This design comes from an exercise in tuning for small area, a short achievable clock period and few clock cycles on the open sky130 flow, not from production work.
RTL that was checked went through simulation tests only; none was proved equivalent to the original.
Power and IR drop assume default switching activity.

==> flow/design.v <==
module itmp_crc8_step (
    input  wire [7:0] crc_in,
    input  wire [7:0] data_in,
    output wire [7:0] crc_out
);
    wire [7:0] x = crc_in ^ data_in;
    assign crc_out[0] = x[2] ^ x[4] ^ x[5];
    assign crc_out[1] = x[0] ^ x[3] ^ x[5] ^ x[6];
    assign crc_out[2] = x[0] ^ x[1] ^ x[4] ^ x[6] ^ x[7];
    assign crc_out[3] = x[0] ^ x[1] ^ x[4] ^ x[7];
    assign crc_out[4] = x[0] ^ x[1] ^ x[4];
    assign crc_out[5] = x[1] ^ x[2] ^ x[5];
    assign crc_out[6] = x[0] ^ x[2] ^ x[3] ^ x[6];
    assign crc_out[7] = x[1] ^ x[3] ^ x[4] ^ x[7];
endmodule
module itmp_encoder (
    input  wire       clk,
    input  wire       rst,
    input  wire       s_valid,
    output wire       s_ready,
    input  wire [7:0] s_data,
    input  wire       s_last,
    output reg        tx_valid,
    input  wire       tx_ready,
    output reg  [7:0] tx_data
);
    localparam [7:0] FLAG = 8'h7E;
    localparam [7:0] ESC  = 8'h7D;
    localparam [1:0] E_OPEN  = 2'd0;    
    localparam [1:0] E_BYTE  = 2'd1;    
    localparam [1:0] E_CRC   = 2'd2;    
    localparam [1:0] E_CLOSE = 2'd3;    
    reg        a_v, b_v;
    reg  [7:0] a_d, b_d;
    reg        a_l, b_l;
    reg        a_x, b_x;      
    reg  [1:0] state;
    reg  [7:0] crc;
    reg        esc_sent;      
    reg        s_rdy;
    assign s_ready = s_rdy;
    wire       s_take = s_valid && s_rdy;
    wire       s_x    = (s_data[7:2] == 6'b011111) && (s_data[1] ^ s_data[0]);
    wire       adv    = !tx_valid || tx_ready;    
    wire       crc_x  = (crc == FLAG) || (crc == ESC);
    wire [7:0] crc_next;
    itmp_crc8_step u_crc (.crc_in(crc), .data_in(a_d), .crc_out(crc_next));
    wire       pop    = adv && (state == E_BYTE) && a_v && !(a_x && !esc_sent);
    always @(posedge clk) begin
        if (rst) begin
            a_v   <= 1'b0;
            b_v   <= 1'b0;
            s_rdy <= 1'b1;
        end else begin
            if (!a_v || pop) begin
                if (b_v) begin
                    a_v   <= 1'b1;
                    b_v   <= 1'b0;
                    s_rdy <= 1'b1;
                end else begin
                    a_v   <= s_take;
                end
            end else if (s_take) begin
                b_v   <= 1'b1;
                s_rdy <= 1'b0;
            end
        end
    end
    always @(posedge clk) begin
        if (!a_v || pop) begin
            if (b_v) begin
                a_d <= b_d; a_l <= b_l; a_x <= b_x;
            end else begin
                a_d <= s_data; a_l <= s_last; a_x <= s_x;
            end
        end
        if (s_rdy) begin
            b_d <= s_data; b_l <= s_last; b_x <= s_x;
        end
    end
    always @(posedge clk) begin
        if (rst) begin
            state    <= E_OPEN;
            esc_sent <= 1'b0;
            tx_valid <= 1'b0;
            tx_data  <= FLAG;    
            crc      <= 8'hFF;
        end else if (adv) begin
            case (state)
                E_OPEN: begin
                    tx_valid <= a_v || s_valid;
                    tx_data  <= FLAG;
                    crc      <= 8'hFF;
                    esc_sent <= 1'b0;
                    if (a_v || s_valid)
                        state <= E_BYTE;
                end
                E_BYTE: begin
                    tx_valid <= a_v;
                    if (a_x && !esc_sent) begin
                        tx_data <= ESC;
                        if (a_v)
                            esc_sent <= 1'b1;
                    end else begin
                        tx_data <= {a_d[7:6], a_d[5] ^ esc_sent, a_d[4:0]};
                        if (a_v) begin
                            esc_sent <= 1'b0;
                            crc      <= crc_next;
                            if (a_l)
                                state <= E_CRC;
                        end
                    end
                end
                E_CRC: begin
                    tx_valid <= 1'b1;
                    if (crc_x && !esc_sent) begin
                        tx_data  <= ESC;
                        esc_sent <= 1'b1;
                    end else begin
                        tx_data  <= {crc[7:6], crc[5] ^ esc_sent, crc[4:0]};
                        esc_sent <= 1'b0;
                        state    <= E_CLOSE;
                    end
                end
                E_CLOSE: begin
                    tx_valid <= 1'b1;
                    tx_data  <= FLAG;
                    state    <= E_OPEN;
                end
            endcase
        end
    end
endmodule
module itmp_decoder #(
    parameter RXBUF_MAX = 64,
    parameter QD        = 4         
) (
    input  wire       clk,
    input  wire       rst,
    input  wire       rx_valid,
    output reg        rx_ready,
    input  wire [7:0] rx_data,
    output reg        f_valid,
    input  wire       f_ready,
    output reg  [7:0] f_data,
    output reg        f_first,
    output reg        f_last
);
    localparam       AW = $clog2(RXBUF_MAX);        
    localparam       PW = AW + 1;                   
    reg  [7:0]    ring [0:RXBUF_MAX-1];
    reg           r1_v;
    reg  [7:0]    r1_d;
    reg           r1_fl;         
    reg           r1_es;         
    reg           esc;
    reg  [7:0]    crc;
    reg  [PW-1:0] k;             
    reg           ovf;
    reg  [PW-1:0] wptr;          
    reg  [PW-1:0] fstart;        
    reg  [QD-1:0] qv;
    reg  [AW-1:0] ql [0:QD-1];
    reg  [PW-1:0] rptr;          
    reg           first_pend;    
    reg  [AW-1:0] left;          
    wire          proc     = r1_v && rx_ready;
    wire          eff_flag = !esc && r1_fl;
    wire          eff_esc  = !esc && r1_es;
    wire          is_data  = !eff_flag && !eff_esc;
    wire          room     = (k != RXBUF_MAX - 3);
    wire [7:0]    ubyte    = {r1_d[7:6], r1_d[5] ^ esc, r1_d[4:0]};
    wire          store    = proc && is_data && room;
    wire          good     = !k[PW-1] && (crc == 8'h00) && !ovf;
    wire          fin      = proc && eff_flag;
    wire          push     = fin && good;
    wire [7:0]    crc_step;
    itmp_crc8_step u_crc (.crc_in(crc), .data_in(ubyte), .crc_out(crc_step));
    wire          load     = qv[0] && (!f_valid || f_ready);
    wire          rd_last  = !first_pend && (left == 0);
    wire          pop      = load && rd_last;
    wire [PW-1:0] occ      = wptr - rptr;
    wire          take     = rx_valid && rx_ready;
    wire          in_fl    = (rx_data == 8'h7E);
    wire          in_es    = (rx_data == 8'h7D);
    wire          esc_n    = proc ? eff_esc : esc;
    wire          r1_v_n   = take || (r1_v && !rx_ready);
    wire          fl_n     = take ? in_fl : r1_fl;
    wire          es_n     = take ? in_es : r1_es;
    wire          eflag_n  = !esc_n && fl_n;
    wire          data_n   = esc_n || (!fl_n && !es_n);
    wire          q_full_n = qv[QD-1] || (qv[QD-2] && push);
    wire          ring_full_n = qv[0] && (occ[PW-1] || (&occ[AW-1:0]));
    wire          stall_n  = r1_v_n && (eflag_n ? q_full_n : (data_n && ring_full_n));
    reg  [QD-1:0] qv_p;
    reg  [AW-1:0] ql_p [0:QD-1];
    reg  [QD-1:0] qv_n;
    integer i;
    always @(*) begin
        for (i = 0; i < QD; i = i + 1) begin
            qv_p[i] = pop ? ((i + 1 < QD) ? qv[(i + 1) % QD] : 1'b0) : qv[i];
            ql_p[i] = pop ? ql[(i + 1) % QD] : ql[i];
        end
        for (i = 0; i < QD; i = i + 1)
            qv_n[i] = qv_p[i] || (push && (i == 0 || qv_p[(i + QD - 1) % QD]));
    end
    always @(posedge clk) begin
        if (store)
            ring[wptr[AW-1:0]] <= ubyte;
        for (i = 0; i < QD; i = i + 1)
            if (pop || (push && !qv_p[i]))
                ql[i] <= qv_p[i] ? ql_p[i] : k[AW-1:0];
        if (take) begin
            r1_d  <= rx_data;
            r1_fl <= in_fl;
            r1_es <= in_es;
        end
        if (load)
            left    <= first_pend ? ql[0] : left - 1'b1;
        if (rst) begin
            f_data  <= 8'h00;
            f_first <= 1'b0;
            f_last  <= 1'b0;
        end else if (load) begin
            f_data  <= ring[rptr[AW-1:0]];
            f_first <= first_pend;
            f_last  <= rd_last;
        end
    end
    always @(posedge clk) begin
        if (rst) begin
            rx_ready   <= 1'b1;
            r1_v       <= 1'b0;
            esc        <= 1'b0;
            crc        <= 8'hFF;
            k          <= {PW{1'b1}} - 2'd2;
            ovf        <= 1'b0;
            wptr       <= {PW{1'b0}};
            fstart     <= {PW{1'b0}};
            qv         <= {QD{1'b0}};
            rptr       <= {PW{1'b0}};
            first_pend <= 1'b1;
            f_valid    <= 1'b0;
        end else begin
            rx_ready <= !stall_n;
            r1_v     <= r1_v_n;
            esc      <= esc_n;
            qv       <= qv_n;
            if (fin) begin
                crc <= 8'hFF;
                ovf <= 1'b0;
                k   <= {PW{1'b1}} - 2'd2;
                if (good) begin
                    wptr   <= wptr - 1'b1;
                    fstart <= wptr - 1'b1;
                end else begin
                    wptr   <= fstart;
                end
            end else if (store) begin
                crc  <= crc_step;
                k    <= k + 1'b1;
                wptr <= wptr + 1'b1;
            end else if (proc && is_data) begin
                ovf  <= 1'b1;
            end
            if (load) begin
                f_valid    <= 1'b1;
                rptr       <= rptr + 1'b1;
                first_pend <= rd_last;
            end else if (f_ready) begin
                f_valid    <= 1'b0;
            end
        end
    end
endmodule
module itmp_codec (
    input  wire       clk,
    input  wire       rst,
    input  wire       s_valid,
    output wire       s_ready,
    input  wire [7:0] s_data,
    input  wire       s_last,
    output wire       tx_valid,
    input  wire       tx_ready,
    output wire [7:0] tx_data,
    input  wire       rx_valid,
    output wire       rx_ready,
    input  wire [7:0] rx_data,
    output wire       f_valid,
    input  wire       f_ready,
    output wire [7:0] f_data,
    output wire       f_first,
    output wire       f_last
);
    itmp_encoder u_enc (
        .clk(clk), .rst(rst),
        .s_valid(s_valid), .s_ready(s_ready), .s_data(s_data), .s_last(s_last),
        .tx_valid(tx_valid), .tx_ready(tx_ready), .tx_data(tx_data)
    );
    itmp_decoder #(.RXBUF_MAX(64)) u_dec (
        .clk(clk), .rst(rst),
        .rx_valid(rx_valid), .rx_ready(rx_ready), .rx_data(rx_data),
        .f_valid(f_valid), .f_ready(f_ready), .f_data(f_data),
        .f_first(f_first), .f_last(f_last)
    );
endmodule
Settings: LEC_CHECK=0, CAP_MARGIN=20, CORE_MARGIN=2, CORE_UTILIZATION=40, SETUP_SLACK_MARGIN=3.7, SLEW_MARGIN=20; clock period 6.0 ns.
run.sh (not shown) runs the stock make flow with config.mk's settings and CLKGATE_MAP_FILE= SYNTH_SCRIPT=/design/flow/synth_recipe.tcl, a recipe that flattens the netlist after the stock synthesis.
The starting point completed with no timing, DRC or antenna violations.
Next try:
--- a/flow/design.v
+++ b/flow/design.v
@@ -38,7 +38,6 @@
     reg  [7:0] crc;
     reg        esc_sent;      
-    reg        s_rdy;
-    assign s_ready = s_rdy;
-    wire       s_take = s_valid && s_rdy;
+    assign s_ready = !b_v;
+    wire       s_take = s_valid && !b_v;
     wire       s_x    = (s_data[7:2] == 6'b011111) && (s_data[1] ^ s_data[0]);
     wire       adv    = !tx_valid || tx_ready;    
@@ -49,19 +48,16 @@
     always @(posedge clk) begin
         if (rst) begin
-            a_v   <= 1'b0;
-            b_v   <= 1'b0;
-            s_rdy <= 1'b1;
+            a_v <= 1'b0;
+            b_v <= 1'b0;
         end else begin
             if (!a_v || pop) begin
                 if (b_v) begin
-                    a_v   <= 1'b1;
-                    b_v   <= 1'b0;
-                    s_rdy <= 1'b1;
+                    a_v <= 1'b1;
+                    b_v <= 1'b0;
                 end else begin
-                    a_v   <= s_take;
+                    a_v <= s_take;
                 end
             end else if (s_take) begin
-                b_v   <= 1'b1;
-                s_rdy <= 1'b0;
+                b_v <= 1'b1;
             end
         end
@@ -75,5 +71,5 @@
             end
         end
-        if (s_rdy) begin
+        if (!b_v) begin
             b_d <= s_data; b_l <= s_last; b_x <= s_x;
         end
@@ -84,5 +80,4 @@
             esc_sent <= 1'b0;
             tx_valid <= 1'b0;
-            tx_data  <= FLAG;    
             crc      <= 8'hFF;
         end else if (adv) begin
@@ -216,14 +211,9 @@
             r1_es <= in_es;
         end
-        if (load)
-            left    <= first_pend ? ql[0] : left - 1'b1;
-        if (rst) begin
-            f_data  <= 8'h00;
-            f_first <= 1'b0;
-            f_last  <= 1'b0;
-        end else if (load) begin
+        if (load) begin
             f_data  <= ring[rptr[AW-1:0]];
             f_first <= first_pend;
             f_last  <= rd_last;
+            left    <= first_pend ? ql[0] : left - 1'b1;
         end
     end
Wire length falls slightly.
Cell count came out lower slightly.
Core utilization falls by 0.82 points.
Setup slack loses 0.16 ns.
Power is lower by a few percent.
Testbench counts after the change, summed over its fixed seeds: cycles 12,558.
Only the layout flow was run in the first run of this note; the RTL was not checked for function there.

* * *

Starts from the design.v that is shown in full above.
export LEC_CHECK = 0
export CAP_MARGIN = 20
export CORE_MARGIN = 2
export CORE_UTILIZATION = 40
export CTS_CLUSTER_DIAMETER = 60
export CTS_CLUSTER_SIZE = 30
export SETUP_SLACK_MARGIN = 3.7
export SLEW_MARGIN = 20
create_clock -name core_clock -period 6.0 [get_ports {clk}]
Rerun with:
--- a/flow/design.v
+++ b/flow/design.v
@@ -153,73 +153,69 @@
     reg  [7:0]    r1_d;
     reg           r1_fl;         
     reg           r1_es;         
     reg           esc;
     reg  [7:0]    crc;
     reg  [PW-1:0] k;             
+    reg           room;          
+    reg           store;         
     reg           ovf;
     reg  [PW-1:0] wptr;          
     reg  [PW-1:0] fstart;        
-    reg  [QD-1:0] qv;
+    localparam    QW = $clog2(QD);
     reg  [AW-1:0] ql [0:QD-1];
+    reg  [QW-1:0] q_rd, q_wr;
+    reg  [QD-1:0] qn;
     reg  [PW-1:0] rptr;          
     reg           first_pend;    
     reg  [AW-1:0] left;          
     wire          proc     = r1_v && rx_ready;
     wire          eff_flag = !esc && r1_fl;
     wire          eff_esc  = !esc && r1_es;
     wire          is_data  = !eff_flag && !eff_esc;
-    wire          room     = (k != RXBUF_MAX - 3);
     wire [7:0]    ubyte    = {r1_d[7:6], r1_d[5] ^ esc, r1_d[4:0]};
-    wire          store    = proc && is_data && room;
     wire          good     = !k[PW-1] && (crc == 8'h00) && !ovf;
     wire          fin      = proc && eff_flag;
     wire          push     = fin && good;
     wire [7:0]    crc_step;
     itmp_crc8_step u_crc (.crc_in(crc), .data_in(ubyte), .crc_out(crc_step));
-    wire          load     = qv[0] && (!f_valid || f_ready);
+    wire          load     = qn[0] && (!f_valid || f_ready);
     wire          rd_last  = !first_pend && (left == 0);
     wire          pop      = load && rd_last;
     wire [PW-1:0] occ      = wptr - rptr;
     wire          take     = rx_valid && rx_ready;
     wire          in_fl    = (rx_data == 8'h7E);
     wire          in_es    = (rx_data == 8'h7D);
     wire          esc_n    = proc ? eff_esc : esc;
     wire          r1_v_n   = take || (r1_v && !rx_ready);
     wire          fl_n     = take ? in_fl : r1_fl;
     wire          es_n     = take ? in_es : r1_es;
     wire          eflag_n  = !esc_n && fl_n;
     wire          data_n   = esc_n || (!fl_n && !es_n);
-    wire          q_full_n = qv[QD-1] || (qv[QD-2] && push);
-    wire          ring_full_n = qv[0] && (occ[PW-1] || (&occ[AW-1:0]));
+    wire          q_full_n = qn[QD-1] || (qn[QD-2] && push);
+    wire          ring_full_n = qn[0] && (occ[PW-1] || (&occ[AW-1:0]));
     wire          stall_n  = r1_v_n && (eflag_n ? q_full_n : (data_n && ring_full_n));
-    reg  [QD-1:0] qv_p;
-    reg  [AW-1:0] ql_p [0:QD-1];
-    reg  [QD-1:0] qv_n;
+    wire          room_n   = fin || (store ? (k != RXBUF_MAX - 4) : room);
+    wire          store_n  = r1_v_n && !stall_n && data_n && room_n;
+    wire [QD-1:0] qn_up    = {qn[QD-2:0], 1'b1};
+    wire [QD-1:0] qn_dn    = {1'b0, qn[QD-1:1]};
+    wire [QD-1:0] qn_n     = (push && !pop) ? qn_up : (pop && !push) ? qn_dn : qn;
     integer i;
-    always @(*) begin
-        for (i = 0; i < QD; i = i + 1) begin
-            qv_p[i] = pop ? ((i + 1 < QD) ? qv[(i + 1) % QD] : 1'b0) : qv[i];
-            ql_p[i] = pop ? ql[(i + 1) % QD] : ql[i];
-        end
-        for (i = 0; i < QD; i = i + 1)
-            qv_n[i] = qv_p[i] || (push && (i == 0 || qv_p[(i + QD - 1) % QD]));
-    end
     always @(posedge clk) begin
         if (store)
             ring[wptr[AW-1:0]] <= ubyte;
         for (i = 0; i < QD; i = i + 1)
-            if (pop || (push && !qv_p[i]))
-                ql[i] <= qv_p[i] ? ql_p[i] : k[AW-1:0];
+            if (push && q_wr == i)
+                ql[i] <= k[AW-1:0];
         if (take) begin
             r1_d  <= rx_data;
             r1_fl <= in_fl;
             r1_es <= in_es;
         end
         if (load)
-            left    <= first_pend ? ql[0] : left - 1'b1;
+            left    <= first_pend ? ql[q_rd] : left - 1'b1;
         if (rst) begin
             f_data  <= 8'h00;
             f_first <= 1'b0;
             f_last  <= 1'b0;
         end else if (load) begin
             f_data  <= ring[rptr[AW-1:0]];
@@ -231,28 +227,38 @@
         if (rst) begin
             rx_ready   <= 1'b1;
             r1_v       <= 1'b0;
             esc        <= 1'b0;
             crc        <= 8'hFF;
             k          <= {PW{1'b1}} - 2'd2;
+            room       <= 1'b1;
+            store      <= 1'b0;
             ovf        <= 1'b0;
             wptr       <= {PW{1'b0}};
             fstart     <= {PW{1'b0}};
-            qv         <= {QD{1'b0}};
+            q_rd       <= {QW{1'b0}};
+            q_wr       <= {QW{1'b0}};
+            qn         <= {QD{1'b0}};
             rptr       <= {PW{1'b0}};
             first_pend <= 1'b1;
             f_valid    <= 1'b0;
         end else begin
             rx_ready <= !stall_n;
             r1_v     <= r1_v_n;
             esc      <= esc_n;
-            qv       <= qv_n;
+            qn       <= qn_n;
+            room     <= room_n;
+            store    <= store_n;
+            if (push)
+                q_wr <= q_wr + 1'b1;
+            if (pop)
+                q_rd <= q_rd + 1'b1;
             if (fin) begin
-                crc <= 8'hFF;
-                ovf <= 1'b0;
-                k   <= {PW{1'b1}} - 2'd2;
+                crc  <= 8'hFF;
+                ovf  <= 1'b0;
+                k    <= {PW{1'b1}} - 2'd2;
                 if (good) begin
                     wptr   <= wptr - 1'b1;
                     fstart <= wptr - 1'b1;
                 end else begin
                     wptr   <= fstart;
                 end
Sequential power came out higher slightly.
Synthesized area climbs slightly.
Non-clock buffer count goes down by 52.
First-iteration DRC count climbs by about a fifth.
Total power drops by a few percent.
Count of clock-buffer cells in the layout fell by 1.
Via count grows by a few percent.
Core utilization went down by 1.9 points.
Wire length climbs by a few percent.
Die area grows slightly.
Cell count went up slightly.
Worst hold slack got worse by 8.3 ps.
No functional check of the RTL was part of any run of this note.

[afterwards: timing with drivers on the ports]
The results above use ideal ports. As a check the final layouts listed here were re-extracted and re-timed, cells and wires unchanged. Step 1 sets driving cells, clkbuf_16 on the clock port and buf_2 on the other inputs (assumed; they add their load-dependent delay and slew). Step 2 moves the port delays by t, midway between the first and last clock arrival at a register: inputs arrive t later, outputs are due t later. That takes back most of the time a late clock gives input paths. Three values: ideal ports, drivers, drivers and shift; two values: the first two.
run	shift t [ns]	setup slack, ns	hold slack, ns	latest minus earliest clock arrival (ns)	worst register clock-pin slew, ns
the first run of note 1	0.669	3.676 / 3.617 / 3.117	0.462 / 0.462 / 0.462	0.029 / 0.029	0.06 / 0.06
the second run of note 1	0.653	3.517 / 3.456 / 3.140	0.452 / 0.452 / 0.452	0.039 / 0.039	0.07 / 0.07
the first run of note 2	0.673	3.655 / 3.595 / 3.128	0.465 / 0.465 / 0.465	0.045 / 0.045	0.10 / 0.10
the second run of note 2	0.657	3.569 / 3.569 / 3.118	0.457 / 0.457 / 0.457	0.026 / 0.027	0.11 / 0.11
After both steps every run listed still meets setup and hold. The setup slack of the first run of note 1, which loses most, moves by -0.059 ns with the drivers and by -0.559 ns with both steps.
